From an optimization exercise on the open Yosys and OpenROAD flow, aimed at small area and few clock cycles; shortcuts taken in it are not production practice. At most, simulation tests tie the RTL to the original design; equivalence was not proved. No activity file was given, so power comes from the tool's default toggle rates.

==> flow/design.v <==
module mulaw_dec (
    input  wire        clk,
    input  wire        rst,
    input  wire        bus_req,
    input  wire        bus_we,
    input  wire [7:0]  bus_addr,
    input  wire [1:0]  bus_size,
    input  wire [31:0] bus_wdata,
    output wire        bus_ack,
    output reg  [31:0] bus_rdata,
    output wire        bus_err,
    output wire        src_req_valid,
    input  wire        src_req_ready,
    output wire [32:0] src_req_pos,
    output wire [10:0] src_req_len,
    input  wire        src_ans_valid,
    input  wire [1:0]  src_ans_kind,
    input  wire [7:0]  src_ans_data,
    output wire        src_ans_ready,
    output wire        pcm_en,
    output wire        pcm_we,
    output wire [11:0] pcm_addr,
    output wire [15:0] pcm_wdata,
    input  wire [15:0] pcm_rdata
);
    localparam [1:0] ST_IDLE = 2'd0, ST_BUSY = 2'd1, ST_DONE = 2'd2, ST_ERROR = 2'd3;
    localparam [2:0] CE_OK = 3'd0, CE_BAD_OPCODE = 3'd1, CE_RESERVED_BITS = 3'd2,
                     CE_BAD_STATE = 3'd3, CE_INDEX_RANGE = 3'd4;
    localparam [1:0] DE_NONE = 2'd0, DE_CAPACITY = 2'd2;
    localparam [2:0] PH_RB0  = 3'd0,    
                     PH_RB1  = 3'd1,    
                     PH_REQ  = 3'd2,    
                     PH_RST  = 3'd4,    
                     PH_RST1 = 3'd5,    
                     PH_WAIT = 3'd6;    
    function [15:0] mulaw_expand(input [7:0] code);
        reg [7:0]  u;
        reg [15:0] x;
        begin
            u = ~code;
            x = {8'd0, 1'b1, u[3:0], 3'b100} << u[6:4];
            mulaw_expand = (x - 16'd132 - {15'd0, u[7]}) ^ {16{u[7]}};
        end
    endfunction
    reg [1:0]  state;
    reg [1:0]  dec_err;
    reg [2:0]  cmd_err;
    reg [7:0]  res_code;     
    reg        res_mem;      
    reg        res_hi;       
    reg [12:0] produced;
    reg [12:0] length;
    reg        off_sel;      
    reg        base_sel;     
    reg [2:0]  phase;
    reg [15:0] temp;         
    reg [1:0]  hc;           
    reg        ini;          
    reg [1:0]  ic;
    wire busy = (state == ST_BUSY);
    wire admitted = (bus_size == 2'd2) && (bus_addr[1:0] == 2'b00);
    wire hreq     = bus_req && admitted;
    wire a_cmd    = (bus_addr[7:2] == 6'd0);
    wire a_reg    = (bus_addr[7:3] == 5'd1);           
    wire [7:0] opc       = bus_wdata[31:24];
    wire       op_lookup = (opc == 8'h01);
    wire       op_decode = (opc == 8'h02);
    wire       op_pcmrd  = (opc == 8'h03);
    wire       lo_zero   = (bus_wdata[7:0] == 8'd0);
    wire       mid_zero  = (bus_wdata[23:8] == 16'd0);
    wire [13:0] ldiff    = {1'b0, length} - {1'b0, busy ? produced : bus_wdata[12:0]};
    wire       in_range  = (bus_wdata[23:13] == 11'd0) && !ldiff[13] && (ldiff[12:0] != 13'd0);
    wire dec_go  = bus_we && a_cmd && op_decode && mid_zero && lo_zero && !state[0];
    wire mop     = hreq && (a_reg || dec_go);           
    wire m_wr    = bus_we && !dec_go;                   
    wire m_last  = m_wr ? (hc == 2'd1) : (hc == 2'd2);
    wire [12:0] remaining = ldiff[12:0];
    wire        rem_zero  = (remaining == 13'd0);
    wire eng_port = busy && ((phase == PH_RB0 && !rem_zero) || phase == PH_RB1 || phase == PH_RST);
    wire hmid     = mop && (hc != 2'd0);                
    wire go       = mop && !ini && (hmid || !eng_port);
    wire ack_m    = go && m_last;
    assign bus_ack = !mop || ack_m;
    assign bus_err = !admitted;
    wire cmd_do   = hreq && bus_we && a_cmd && (!dec_go || ack_m);
    wire pcmrd_ok = hreq && bus_we && a_cmd && op_pcmrd && (state == ST_DONE) && in_range;
    wire [7:0]  res_in  = res_mem ? (res_hi ? pcm_rdata[15:8] : pcm_rdata[7:0]) : res_code;
    wire [15:0] res_val = mulaw_expand(res_in);
    always @(*) begin
        bus_rdata = 32'd0;
        if (bus_addr[7:5] == 3'd0) begin
            case (bus_addr[4:2])
                3'd1: bus_rdata = {20'd0, 1'b0, cmd_err, 2'b00, dec_err, 2'b00, state};
                3'd2, 3'd3: bus_rdata = {pcm_rdata, temp};
                3'd4: bus_rdata = {{16{res_val[15]}}, res_val};
                3'd5: bus_rdata = {19'd0, produced};
                3'd6: bus_rdata = {19'd0, length};
                3'd7: bus_rdata = 32'h0000_1000;
                default: bus_rdata = 32'd0;
            endcase
        end
    end
    wire waitph = busy && (phase == PH_WAIT);
    wire eng_rd = eng_port && !hmid;
    assign src_req_valid = busy && (phase == PH_REQ);
    assign src_req_pos   = {1'b0, pcm_rdata, temp} + {20'd0, produced};
    assign src_req_len   = (remaining > 13'd1024) ? 11'd1024 : remaining[10:0];
    assign src_ans_ready = waitph && !go;
    wire ans_take = waitph && !go && src_ans_valid;
    wire ans_byte = ans_take && !src_ans_kind[1];
    wire       reg_word = ini || go || (eng_rd && !phase[2]);
    wire       r_off    = !(dec_go || bus_addr[2]);
    wire [2:0] r_slot   = ini ? {1'b0, ic} :
                          go  ? {r_off && (bus_we ? !base_sel : off_sel), !r_off, hc[0]} :
                                {base_sel, 1'b0, phase[0]};
    wire [10:0] c_slot  = busy ? produced[11:1] : bus_wdata[11:1];
    assign pcm_en    = ini || go || eng_rd || ans_byte || pcmrd_ok;
    assign pcm_we    = ini || (go ? m_wr : waitph);
    assign pcm_addr  = reg_word ? {1'b1, 8'd0, r_slot} : {1'b0, c_slot};
    assign pcm_wdata = ini ? 16'd0 :
                       go  ? (hc[0] ? bus_wdata[31:16] : bus_wdata[15:0]) :
                             {src_ans_data, produced[0] ? temp[7:0] : src_ans_data};
    wire [31:0] mword = {pcm_rdata, temp};
    wire        cap   = (mword[31:13] != 19'd0) || (mword[12] && mword[11:0] != 12'd0);
    reg [2:0] ph_n;
    always @(*) begin
        ph_n = phase;
        case (phase)
            PH_RB0:  if (!rem_zero && !hmid) ph_n = PH_RB1;
            PH_RB1:  ph_n = PH_REQ;
            PH_REQ:  if (src_req_ready) ph_n = produced[0] ? PH_RST : PH_WAIT;
            PH_RST:  if (!hmid) ph_n = PH_RST1;
            PH_RST1: ph_n = PH_WAIT;
            default: if (ans_take && src_ans_kind != 2'd0) ph_n = PH_RB0;
        endcase
    end
    always @(posedge clk) begin
        if (go) begin
            if (!m_last) hc <= hc + 2'd1;
            else         hc <= 2'd0;
            if (hc == 2'd1 && !m_wr) temp <= pcm_rdata;
            if (ack_m && m_wr && r_off) off_sel <= !base_sel;
        end
        if (res_mem) begin
            res_code <= res_hi ? pcm_rdata[15:8] : pcm_rdata[7:0];
            res_mem  <= 1'b0;
        end
        if (cmd_do) begin
            if (op_lookup) begin
                if (!mid_zero)
                    cmd_err <= CE_RESERVED_BITS;
                else begin
                    res_code <= bus_wdata[7:0];
                    res_mem  <= 1'b0;
                    cmd_err  <= CE_OK;
                end
            end else if (op_decode) begin
                if (!(mid_zero && lo_zero))
                    cmd_err <= CE_RESERVED_BITS;
                else if (state[0])
                    cmd_err <= CE_BAD_STATE;
                else begin
                    cmd_err  <= CE_OK;
                    produced <= 13'd0;
                    base_sel <= off_sel;
                    phase    <= PH_RB0;
                    if (cap) begin
                        length  <= 13'd0;
                        dec_err <= DE_CAPACITY;
                        state   <= ST_ERROR;
                    end else begin
                        length  <= mword[12:0];
                        dec_err <= DE_NONE;
                        state   <= ST_BUSY;
                    end
                end
            end else if (op_pcmrd) begin
                if (state != ST_DONE)
                    cmd_err <= CE_BAD_STATE;
                else if (!in_range)
                    cmd_err <= CE_INDEX_RANGE;
                else begin
                    res_mem <= 1'b1;
                    res_hi  <= bus_wdata[0];
                    cmd_err <= CE_OK;
                end
            end else begin
                cmd_err <= CE_BAD_OPCODE;
            end
        end
        if (busy) begin
            phase <= (go && !m_wr) ? {ph_n[2], 2'b00} : ph_n;
            if (phase == PH_RB0 && rem_zero)
                state <= ST_DONE;
            if (phase == PH_RB1)
                temp <= pcm_rdata;
            if (phase == PH_RST1)
                temp[7:0] <= pcm_rdata[7:0];
            if (ans_take) begin
                if (src_ans_kind[1]) begin
                    dec_err <= {src_ans_kind[0], 1'b1};
                    state   <= ST_ERROR;
                end else begin
                    produced  <= produced + 13'd1;
                    temp[7:0] <= src_ans_data;
                end
            end
        end
        if (ini) begin
            ic <= ic + 2'd1;
            if (ic == 2'd3) ini <= 1'b0;
        end
        if (rst) begin
            state    <= ST_IDLE;
            dec_err  <= DE_NONE;
            cmd_err  <= CE_OK;
            res_code <= 8'hFF;
            res_mem  <= 1'b0;
            produced <= 13'd0;
            length   <= 13'd0;
            off_sel  <= 1'b0;
            base_sel <= 1'b0;
            phase    <= PH_RB0;
            hc       <= 2'd0;
            ini      <= 1'b1;
            ic       <= 2'd0;
        end
    end
endmodule
Settings: LEC_CHECK=0, CAP_MARGIN=20, CORE_MARGIN=2, CORE_UTILIZATION=55, SLEW_MARGIN=20; clock period 10.0 ns.
standard.sh (not shown) runs the stock make flow with config.mk's settings and CLKGATE_MAP_FILE= SYNTH_SCRIPT=/design/flow/synth_recipe.tcl, a recipe that flattens the netlist after the stock synthesis.
==> flow/flow/run.sh <==
#!/bin/bash
# The standard layout, with each port buffered by the smallest buffer cell and
# a clock tree of fewer, larger sink clusters without dummy loads.
set -euo pipefail
bash standard.sh \
  "BUFFER_PORTS_ARGS=-buffer_cell sky130_fd_sc_hd__buf_1" \
  "CTS_ARGS=-sink_clustering_enable -repair_clock_nets -sink_clustering_size 30 -sink_clustering_max_diameter 100 -buf_list sky130_fd_sc_hd__clkbuf_8 -dont_use_dummy_load" \
  finish > standard_flow.log 2>&1
Then changed:
--- a/flow/design.v
+++ b/flow/design.v
@@ -68,13 +68,24 @@
     wire       op_pcmrd  = (opc == 8'h03);
     wire       lo_zero   = (bus_wdata[7:0] == 8'd0);
     wire       mid_zero  = (bus_wdata[23:8] == 16'd0);
-    wire [13:0] ldiff    = {1'b0, length} - {1'b0, busy ? produced : bus_wdata[12:0]};
-    wire       in_range  = (bus_wdata[23:13] == 11'd0) && !ldiff[13] && (ldiff[12:0] != 13'd0);
+    wire [13:0] ib;
+    assign ib[0] = 1'b0;
+    genvar gi;
+    generate for (gi = 0; gi < 13; gi = gi + 1) begin : g_idx
+        assign ib[gi+1] = (~bus_wdata[gi] & length[gi]) | (ib[gi] & ~(bus_wdata[gi] ^ length[gi]));
+    end endgenerate
+    wire       in_range  = (bus_wdata[23:13] == 11'd0) && ib[13];
     wire dec_go  = bus_we && a_cmd && op_decode && mid_zero && lo_zero && !state[0];
     wire mop     = hreq && (a_reg || dec_go);           
     wire m_wr    = bus_we && !dec_go;                   
     wire m_last  = m_wr ? (hc == 2'd1) : (hc == 2'd2);
-    wire [12:0] remaining = ldiff[12:0];
+    wire [12:0] remaining;
+    wire [13:0] rb;
+    assign rb[0] = 1'b0;
+    generate for (gi = 0; gi < 13; gi = gi + 1) begin : g_rem
+        assign remaining[gi] = length[gi] ^ produced[gi] ^ rb[gi];
+        assign rb[gi+1] = (~length[gi] & produced[gi]) | (rb[gi] & ~(length[gi] ^ produced[gi]));
+    end endgenerate
     wire        rem_zero  = (remaining == 13'd0);
     wire eng_port = busy && ((phase == PH_RB0 && !rem_zero) || phase == PH_RB1 || phase == PH_RST);
     wire hmid     = mop && (hc != 2'd0);                
@@ -103,8 +114,22 @@
     wire waitph = busy && (phase == PH_WAIT);
     wire eng_rd = eng_port && !hmid;
     assign src_req_valid = busy && (phase == PH_REQ);
-    assign src_req_pos   = {1'b0, pcm_rdata, temp} + {20'd0, produced};
-    assign src_req_len   = (remaining > 13'd1024) ? 11'd1024 : remaining[10:0];
+    wire [31:0] pa = {pcm_rdata, temp};
+    wire [13:0] pc;
+    wire [32:13] pp;
+    assign pc[0] = 1'b0;
+    assign pp[13] = 1'b1;
+    generate for (gi = 0; gi < 13; gi = gi + 1) begin : g_add
+        assign src_req_pos[gi] = pa[gi] ^ produced[gi] ^ pc[gi];
+        assign pc[gi+1] = (pa[gi] & produced[gi]) | (pc[gi] & (pa[gi] ^ produced[gi]));
+    end endgenerate
+    generate for (gi = 13; gi < 32; gi = gi + 1) begin : g_inc
+        assign src_req_pos[gi] = pa[gi] ^ (pc[13] & pp[gi]);
+        assign pp[gi+1] = pp[gi] & pa[gi];
+    end endgenerate
+    assign src_req_pos[32] = pc[13] & pp[32];
+    wire   rem_big       = remaining[12] || remaining[11] || (remaining[10] && remaining[9:0] != 10'd0);
+    assign src_req_len   = rem_big ? 11'd1024 : remaining[10:0];
     assign src_ans_ready = waitph && !go;
     wire ans_take = waitph && !go && src_ans_valid;
     wire ans_byte = ans_take && !src_ans_kind[1];
Core utilization is higher by 0.63 points. Setup slack gets worse by 590 ps. Final area fell by 8.0%. Clock power went up by about 4%. Die area goes down by 8.1%. Global-route usage goes up by 0.42 points. Routed wire length drops by 6.8%. Non-clock buffer count fell by 4. Total power decreases by 2.8%. Via count decreases by 11%. Count of clock-buffer cells in the layout does not change. Hold slack got worse by 12 ps. Sequential cell count does not change. Sequential power is higher by about 2%.
Testbench counts after the change, summed over its fixed seeds: cycles 198,978.
For the first run of this note, only the layout was checked, not whether the RTL still works.

static timing again, ports no longer ideal:
In the flow no input, the clock included, has a driving cell. The finished layouts below were timed again as built, in two steps.
Step 1 (the two cells are an assumption about what drives the block):
set clk [get_ports {clk}]
set_driving_cell -lib_cell sky130_fd_sc_hd__clkbuf_16 $clk
set_driving_cell -lib_cell sky130_fd_sc_hd__buf_2 [delete_from_list [all_inputs] $clk]
Step 2 times the ports against the registers' clock, not the clock port: input delays grow and output delays shrink by t, the midpoint of the rising clock arrivals with the driver on.
Slacks: ideal / step 1 / step 2; pairs: ideal / step 1.
run	t, ns	setup WS [ns]	hold WS [ns]	worst setup path at the end	worst slew at a driven data input, ns
the first run	0.404	1.101 / 1.081 / 1.081	0.477 / 0.477 / 0.477	input to output	0.04
the second run	0.403	0.507 / 0.471 / 0.874	0.465 / 0.465 / 0.465	register to output	0.05
After both steps every run listed still meets setup and hold. For the first run, which loses most, drivers alone change the setup slack by -0.020 ns; drivers and shift together by -0.020 ns.
